Source: an optimization exercise on an open RTL-to-GDS flow (aim: small area, a short achievable clock period and few clock cycles). Production flows keep margins and buffers that such runs may drop.
Where RTL was checked, it was by simulation tests only, not by an equivalence proof against the original.

Setup of MS:
Design jfp_csum, start of the top module:
module jfp_csum (
    input             clk,
    input             rst,
    input             bus_valid,
    input             bus_we,
    input      [7:0]  bus_addr,
    input      [3:0]  bus_be,
    input      [31:0] bus_wdata,
    output            bus_ready,
    output reg [31:0] bus_rdata
);
For scale: roughly 6,100 cells after synthesis, roughly 1,200 flip-flops, roughly 81 I/O pins.
Settings: LEC_CHECK=0, CAP_MARGIN=20, CORE_MARGIN=2, CORE_UTILIZATION=35, CTS_BUF_LIST=sky130_fd_sc_hd__clkbuf_8, CTS_CLUSTER_SIZE=30, PLACE_DENSITY=0.5, SETUP_SLACK_MARGIN=3.0, SLEW_MARGIN=20; clock period 10.0 ns.
run.sh (not shown) runs the stock make flow with config.mk's settings and CLKGATE_MAP_FILE= SYNTH_SCRIPT=/design/flow/synth_recipe.tcl, a recipe that flattens the netlist after the stock synthesis.
### MS -> JK
--- a/flow/design.v
+++ b/flow/design.v
@@ -91,15 +91,14 @@
     reg [15:0]  rmask;           
     reg [5:0]   elast;       
     reg [31:0]  h0, h1;      
     reg [15:0]  fld_r;       
     reg         lenok_r;     
     reg [1:0]   bsel;        
     reg [19:0]  ph;          
-    reg [21:0]  ph_s, ph_c;  
     reg [1:0]   ph_st;       
     assign bus_ready = !busy;
     wire acc_en = bus_valid && !busy;
     wire reg_wr = acc_en && bus_we && !bus_addr[7];
     wire mem_wr = acc_en && bus_we && (bus_addr[7:4] == 4'b1000);
     wire [7:0]  c_op  = bus_wdata[7:0];
     wire [7:0]  c_rsv = bus_wdata[15:8];
@@ -178,27 +177,26 @@
     wire        swap = b6[0] && !ph_busy;
     wire [15:0] wd [0:7];
     generate for (g = 0; g < 8; g = g + 1) begin : g_wd
         wire [7:0] be_ = blk_data[127 - 16 * g -: 8] & {8{bmask[2 * g]}};
         wire [7:0] bo_ = blk_data[119 - 16 * g -: 8] & {8{bmask[2 * g + 1]}};
         assign wd[g] = swap ? {bo_, be_} : {be_, bo_};
     end endgenerate
-    wire [21:0] base_s = ph_busy ? ((ph_st == 2'd1) ? 22'd0 : ph_s) :
-                         first_c ? 22'd0 : acc_s;
-    wire [21:0] base_c = ph_busy ? ((ph_st == 2'd1) ? 22'd0 : ph_c) :
-                         first_c ? 22'd0 : acc_c;
+    wire        base0  = ph_busy ? (ph_st == 2'd1) : first_c;
+    wire [21:0] base_s = base0 ? 22'd0 : acc_s;
+    wire [21:0] base_c = base0 ? 22'd0 : acc_c;
     wire [43:0] l1a = csa({6'd0, wd[0]}, {6'd0, wd[1]}, {6'd0, wd[2]});
     wire [43:0] l1b = csa({6'd0, wd[3]}, {6'd0, wd[4]}, {6'd0, wd[5]});
     wire [43:0] l1c = csa({6'd0, wd[6]}, {6'd0, wd[7]}, base_s);
     wire [43:0] l2a = csa(l1a[21:0], l1a[43:22], l1b[21:0]);
     wire [43:0] l2b = csa(l1b[43:22], l1c[21:0], l1c[43:22]);
     wire [43:0] l3a = csa(l2a[21:0], l2a[43:22], l2b[21:0]);
     wire [43:0] l4a = csa(l3a[21:0], l3a[43:22], l2b[43:22]);
     wire [43:0] l5a = csa(l4a[21:0], l4a[43:22], base_c);
-    wire [22:0] ph_  = ks22(ph_s, ph_c, 1'b0);
+    wire [22:0] ph_  = ks22(acc_s, acc_c, 1'b0);
     wire [43:0] rw1   = csa(acc_s, acc_c, corr_s);
     wire [43:0] rw2   = csa(rw1[21:0], rw1[43:22], corr_c);
     wire [43:0] rw3   = csa(rw2[21:0], rw2[43:22], 22'h3F0001);    
     wire [22:0] raw_  = ks22(rw3[21:0], rw3[43:22], 1'b0);
     wire [21:0] raw   = raw_[21:0];
     wire [31:0] ea1   = ecsa(rw2[15:0], rw2[37:22], {10'd0, rw2[21:16]});
     wire [31:0] ea2   = ecsa(ea1[15:0], ea1[31:16], {10'd0, rw2[43:38]});
@@ -317,16 +315,14 @@
             ph    <= 20'd0;
         end else if (val_wr || ((src_tw || dst_tw) && tclr)) begin
             ph_st <= 2'd1;
         end else if (ph_busy) begin
             ph_st <= ph_st + 2'd1;
             if (ph_st == 2'd3)
                 ph <= ph_[19:0];
-            ph_s  <= l5a[21:0];
-            ph_c  <= l5a[43:22];
         end
         if (!busy) begin
             is_parse  <= !c_op[4];
             is_icmp   <= c_op[1];
             is_update <= c_op[0];
             first     <= ph_busy;
             blk       <= ph_busy ? k_first : k_first + 2'd1;
@@ -334,19 +330,16 @@
         end else if (do_blk) begin
             first   <= 1'b0;
             blk     <= bsel + 2'd1;
             blk_ovf <= (bsel == k_last);
         end
         if (on0) h0 <= c0;
         if (on1) h1 <= c1;
-        if (do_blk)
-        begin
-            acc_s <= l5a[21:0];
-            acc_c <= l5a[43:22];
-        end
+        acc_s <= l5a[21:0];
+        acc_c <= l5a[43:22];
         if (do_blk && bsel == k_fl) begin
             corr_s  <= cc2[21:0];
             corr_c  <= cc2[43:22];
             fld_r   <= fld_c;
             lenok_r <= (lenf == view_len);
         end
         bsel  <= bsel_n;
==> comparison <==
From MS to JK the numbers moved as follows: critical path depth down 9; total detailed-routing wirelength now sits higher; effective utilization at floorplan level; area after synthesis lower; synthesized cell count up 61.
MS → JK: hold slack decreased 0.013 ns; number of buffer and inverter stages on the critical path decreased 1; layout overhead on the synthesized area increased 2.4 points; layout buffer count excluding clock buffers increased about 20%.
Testbench counts of JK, summed over its fixed seeds: cycles 11,786.
Only the layout flow was run in MS; the RTL was not checked for function there.

## afterwards: timing with drivers on the ports
The flow's constraints put no driver on any port. The routed layouts listed below were extracted and timed again, unchanged, in two steps. Step 1, drivers: a clkbuf_16 drives clk and a buf_2 each remaining input, both assumed. Step 2 moves the port delays by t, midway between the first and last clock arrival at a register: inputs arrive t later, outputs are due t later. That takes back most of the time a late clock gives input paths. Three values: ideal, step 1, step 2; two values: the first two.
run	shift t [ns]	setup slack, ns	worst setup path after step 2
MS	1.139	2.844 / 2.818 / 2.249	input to register
JK	1.110	2.892 / 2.811 / 2.188	input to register
After both steps every run listed still meets setup and hold. For JK, which loses most, drivers alone change the setup slack by -0.081 ns; drivers and shift together by -0.704 ns.
